Background: an optimization exercise with open tools, aiming at a short achievable clock period. Do not read the settings as production practice.
The clock port is modelled as an ideal driver, which makes a skipped or thinned clock tree look cheaper than it is; a real chip needs a root buffer or a tree.
Power figures rest on the tool's default switching activity, not on a simulated workload.

Setup of rev 12:
// ts0710_codec
module ts0710_codec (
    input  wire        clk,
    input  wire        rst,           
    input  wire        compat,        
    input  wire        stat_clr,      
    input  wire        rx_valid,
    input  wire [7:0]  rx_data,
    input  wire        rx_flush,      
    output wire        rx_code_valid,
    output wire [3:0]  rx_code,
    output wire [7:0]  frm_addr,
    output wire [7:0]  frm_ctrl,
    output wire [15:0] frm_len,
    output wire [7:0]  frm_fcs,
    output wire        pay_valid,
    output wire [7:0]  pay_data,
    output wire        in_frame,
    output wire [15:0] acc_len,
    input  wire        tx_start,
    input  wire [7:0]  tx_addr,
    input  wire [7:0]  tx_ctrl,
    input  wire [15:0] tx_len,
    output wire        tx_ready,
    input  wire        tx_pl_valid,
    input  wire [7:0]  tx_pl_data,
    output wire        tx_pl_ready,
    output wire        tx_valid,
    output wire [7:0]  tx_data,
    output reg  [31:0] cnt_ok,
    output reg  [31:0] cnt_framing,
    output reg  [31:0] cnt_checksum,
    output reg  [31:0] cnt_overflow,
    output reg  [3:0]  err_flags      
);
    wire tx_len_err;
    wire ev_ok, ev_bad, ev_csum, ev_ovf;
    ts0710_rx u_rx (
        .clk        (clk),
        .rst        (rst),
        .compat     (compat),
        .flush      (rx_flush),
        .rx_valid   (rx_valid),
        .rx_data    (rx_data),
        .code_valid (rx_code_valid),
        .code       (rx_code),
        .frm_addr   (frm_addr),
        .frm_ctrl   (frm_ctrl),
        .frm_len    (frm_len),
        .frm_fcs    (frm_fcs),
        .pay_valid  (pay_valid),
        .pay_data   (pay_data),
        .in_frame   (in_frame),
        .acc_len    (acc_len),
        .ev_ok      (ev_ok),
        .ev_bad     (ev_bad),
        .ev_csum    (ev_csum),
  ...
Settings: LEC_CHECK=0, ABC_CLOCK_PERIOD_IN_PS=1000, CAP_MARGIN=20, CORE_MARGIN=2, CORE_UTILIZATION=40, SETUP_SLACK_MARGIN=3.6, SLEW_MARGIN=20, SYNTH_HIERARCHICAL=1, SYNTH_MINIMUM_KEEP_SIZE=0, TNS_END_PERCENT=100; clock period 5.5 ns.
standard.sh (not shown) runs the stock make flow with config.mk's settings and CLKGATE_MAP_FILE= SYNTH_SCRIPT=/design/flow/synth_recipe.tcl, a recipe that flattens the netlist after the stock synthesis.
==> flow/flow/run.sh <==
#!/bin/bash
# Layout flow: the standard ORFS flow, with the clock tree built by
# flow/cts_tree.tcl (a balanced tree of two inverting stages) in place of TritonCTS.
set -euo pipefail
here=$(pwd)
export PRE_CTS_TCL="$here/flow/cts_tree.tcl"
bash standard.sh > "$here/standard_flow.log" 2>&1
==> flow/flow/cts_tree.tcl <==
# Sourced by ORFS's cts.tcl before clock_tree_synthesis (PRE_CTS_TCL).
# Replaces TritonCTS with a balanced two-stage clock tree: the clock port
# feeds a few root inverters, one per group of sinks, and each root
# inverter feeds leaf inverters that each drive a tight cluster of
# flip-flops. Every flip-flop sees the same two inverting stages, so the
# clock keeps its sense.

set ::ct_root_cell sky130_fd_sc_hd__clkinv_16
set ::ct_leaf_cell sky130_fd_sc_hd__clkinv_8
set ::ct_roots 4
set ::ct_leaf_size 16

proc ct_kmeans { pts k iters } {
  # pts: list of {x y item}; returns a list of k lists of points
  set n [llength $pts]
  if { $k >= $n } {
    set out {}
    foreach p $pts { lappend out [list $p] }
    return $out
  }
  # seed centres with points spread along the sorted x+y order
  set sorted [lsort -real -index 0 [lmap p $pts { list [expr {[lindex $p 0] + [lindex $p 1]}] $p }]]
  set cs {}
  for { set i 0 } { $i < $k } { incr i } {
    set p [lindex [lindex $sorted [expr {int(($i + 0.5) * $n / $k)}]] 1]
    lappend cs [list [lindex $p 0] [lindex $p 1]]
  }
  # cap on cluster size so no leaf is overloaded
  set cap [expr {int(ceil(double($n) / $k * 1.15))}]
  for { set it 0 } { $it < $iters } { incr it } {
    # assign points, nearest centre first, respecting the cap
    set pairs {}
    set pi 0
    foreach p $pts {
      set ci 0
      foreach c $cs {
        set d [expr {abs([lindex $p 0] - [lindex $c 0]) + abs([lindex $p 1] - [lindex $c 1])}]
        lappend pairs [list $d $pi $ci]
        incr ci
      }
      incr pi
    }
    set pairs [lsort -real -index 0 $pairs]
    set assigned [lrepeat $n -1]
    set counts [lrepeat $k 0]
    foreach pr $pairs {
      lassign $pr d pi ci
      if { [lindex $assigned $pi] >= 0 } { continue }
      if { [lindex $counts $ci] >= $cap } { continue }
      lset assigned $pi $ci
      lset counts $ci [expr {[lindex $counts $ci] + 1}]
    }
    set groups [lrepeat $k {}]
    set pi 0
    foreach p $pts {
      set ci [lindex $assigned $pi]
      lset groups $ci [concat [lindex $groups $ci] [list $p]]
      incr pi
    }
    set ncs {}
    set ci 0
    foreach g $groups {
      if { [llength $g] == 0 } {
        lappend ncs [lindex $cs $ci]
      } else {
        set sx 0.0; set sy 0.0
        foreach p $g { set sx [expr {$sx + [lindex $p 0]}]; set sy [expr {$sy + [lindex $p 1]}] }
        lappend ncs [list [expr {$sx / [llength $g]}] [expr {$sy / [llength $g]}]]
      }
      incr ci
    }
    set cs $ncs
  }
  set out {}
  foreach g $groups { if { [llength $g] > 0 } { lappend out $g } }
  return $out
}

proc ct_centre { g } {
  set sx 0.0; set sy 0.0
  foreach p $g { set sx [expr {$sx + [lindex $p 0]}]; set sy [expr {$sy + [lindex $p 1]}] }
  return [list [expr {int($sx / [llength $g])}] [expr {int($sy / [llength $g])}]]
}

proc ct_place_buf { block master name xy } {
  set inst [odb::dbInst_create $block $master $name]
  # keep the buffer inside the core
  set core [$block getCoreArea]
  set x [expr {max([$core xMin], min([lindex $xy 0], [$core xMax] - [$master getWidth]))}]
  set y [expr {max([$core yMin], min([lindex $xy 1], [$core yMax] - [$master getHeight]))}]
  $inst setLocation $x $y
  $inst setPlacementStatus PLACED
  return $inst
}

proc ct_build {} {
  set db [ord::get_db]
  set block [ord::get_db_block]
  set rmaster [$db findMaster $::ct_root_cell]
  set lmaster [$db findMaster $::ct_leaf_cell]
  set clk_port [$block findBTerm clk]
  set clk_net [$clk_port getNet]

  # sinks: every instance pin on the clock net
  set pts {}
  foreach it [$clk_net getITerms] {
    set inst [$it getInst]
    set loc [$inst getLocation]
    lappend pts [list [lindex $loc 0] [lindex $loc 1] $it]
  }
  set nsinks [llength $pts]
  puts "ct: $nsinks sinks"

  set groups [ct_kmeans $pts $::ct_roots 30]
  set ri 0
  foreach g $groups {
    set nleaf [expr {int(ceil(double([llength $g]) / $::ct_leaf_size))}]
    set leaves [ct_kmeans $g $nleaf 30]
    set root [ct_place_buf $block $rmaster "ctroot_$ri" [ct_centre $g]]
    set rnet [odb::dbNet_create $block "ct_rootnet_$ri"]
    $rnet setSigType CLOCK
    [$root findITerm Y] connect $rnet
    [$root findITerm A] connect $clk_net
    set li 0
    foreach lg $leaves {
      set leaf [ct_place_buf $block $lmaster "ctleaf_${ri}_$li" [ct_centre $lg]]
      set lnet [odb::dbNet_create $block "ct_leafnet_${ri}_$li"]
      $lnet setSigType CLOCK
      [$leaf findITerm A] connect $rnet
      [$leaf findITerm Y] connect $lnet
      foreach p $lg {
        set it [lindex $p 2]
        $it disconnect
        $it connect $lnet
      }
      puts "ct: root $ri leaf $li drives [llength $lg] sinks"
      incr li
    }
    incr ri
  }
  $clk_net setSigType CLOCK
}

if { [info commands ct_orig_cts] eq "" } {
  rename clock_tree_synthesis ct_orig_cts
}
proc clock_tree_synthesis { args } {
  puts "ct: custom two-stage clock tree instead of clock_tree_synthesis $args"
  ct_build
}
For rev 13, these inputs were changed with respect to rev 12:
--- a/flow/flow/run.sh
+++ b/flow/flow/run.sh
@@ -2,3 +2,3 @@
 # Layout flow: the standard ORFS flow, with the clock tree built by
-# flow/cts_tree.tcl (a balanced tree of two inverting stages) in place of TritonCTS.
+# flow/cts_tree.tcl (a balanced two-stage buffer tree) in place of TritonCTS.
 set -euo pipefail
--- a/flow/flow/cts_tree.tcl
+++ b/flow/flow/cts_tree.tcl
@@ -2,9 +2,7 @@
 # Replaces TritonCTS with a balanced two-stage clock tree: the clock port
-# feeds a few root inverters, one per group of sinks, and each root
-# inverter feeds leaf inverters that each drive a tight cluster of
-# flip-flops. Every flip-flop sees the same two inverting stages, so the
-# clock keeps its sense.
+# feeds a few root buffers, one per group of sinks, and each root buffer
+# feeds leaf buffers that each drive a tight cluster of flip-flops. Every
+# flip-flop sees the same number of buffer stages.
 
-set ::ct_root_cell sky130_fd_sc_hd__clkinv_16
-set ::ct_leaf_cell sky130_fd_sc_hd__clkinv_8
+set ::ct_buf   sky130_fd_sc_hd__clkbuf_16
 set ::ct_roots 4
@@ -98,4 +96,3 @@
   set block [ord::get_db_block]
-  set rmaster [$db findMaster $::ct_root_cell]
-  set lmaster [$db findMaster $::ct_leaf_cell]
+  set master [$db findMaster $::ct_buf]
   set clk_port [$block findBTerm clk]
@@ -118,6 +115,6 @@
     set leaves [ct_kmeans $g $nleaf 30]
-    set root [ct_place_buf $block $rmaster "ctroot_$ri" [ct_centre $g]]
+    set root [ct_place_buf $block $master "ctroot_$ri" [ct_centre $g]]
     set rnet [odb::dbNet_create $block "ct_rootnet_$ri"]
     $rnet setSigType CLOCK
-    [$root findITerm Y] connect $rnet
+    [$root findITerm X] connect $rnet
     [$root findITerm A] connect $clk_net
@@ -125,3 +122,3 @@
     foreach lg $leaves {
-      set leaf [ct_place_buf $block $lmaster "ctleaf_${ri}_$li" [ct_centre $lg]]
+      set leaf [ct_place_buf $block $master "ctleaf_${ri}_$li" [ct_centre $lg]]
       set lnet [odb::dbNet_create $block "ct_leafnet_${ri}_$li"]
@@ -129,3 +126,3 @@
       [$leaf findITerm A] connect $rnet
-      [$leaf findITerm Y] connect $lnet
+      [$leaf findITerm X] connect $lnet
       foreach p $lg {
- Rev 13: full flow OK, the timing, DRC and antenna checks passed
- ~same cell count in rev 13 and rev 12
- Global-route usage across rev 13 and rev 12: no real change.
- For rev 12, the standard cell with the maximum stage delay on the critical path was mux2_4, unlike rev 13, where it was dfxtp_4.
- Against rev 12, the final cell area of rev 13 is higher.
- Of rev 13 and rev 12, the run reporting the higher fraction of met1 tracks used by global routing was rev 12.
- Clock group total power: rev 13 worse than rev 12
- Rev 13 against rev 12: switching power went down by about 12%, fmax went down by 1.3%, global-route wire length before repair was more or less identical, share of power burned in combinational logic went down by 1.0 points.
No run of this note included a check of the RTL's function; only the layout flow was run. No run of this note takes its clock network from TritonCTS; it comes from the design's own scripts or RTL.

[separate check: timing with driven ports]
How much do the figures lean on ideal ports? The routed layouts below were timed once more, with nothing changed but the port constraints.
Step 1 assumes that a clkbuf_16 drives the clock port and a buf_2 every other input.
Step 2 also shifts input and output timing later by t, the mid clock arrival at the registers, as if the neighbouring blocks saw the same clock.
Three values: ideal ports, drivers, drivers and shift; two values: the first two.
run	shift t [ns]	setup WS [ns]	pins driven straight from the clock port
rev 12	0.502	3.513 / 3.365 / 3.103	4
rev 13	0.508	3.487 / 3.362 / 3.073	4
After both steps setup and hold are still met in every run listed. For rev 13, which loses most, drivers alone change the setup slack by -0.125 ns; drivers and shift together by -0.414 ns.
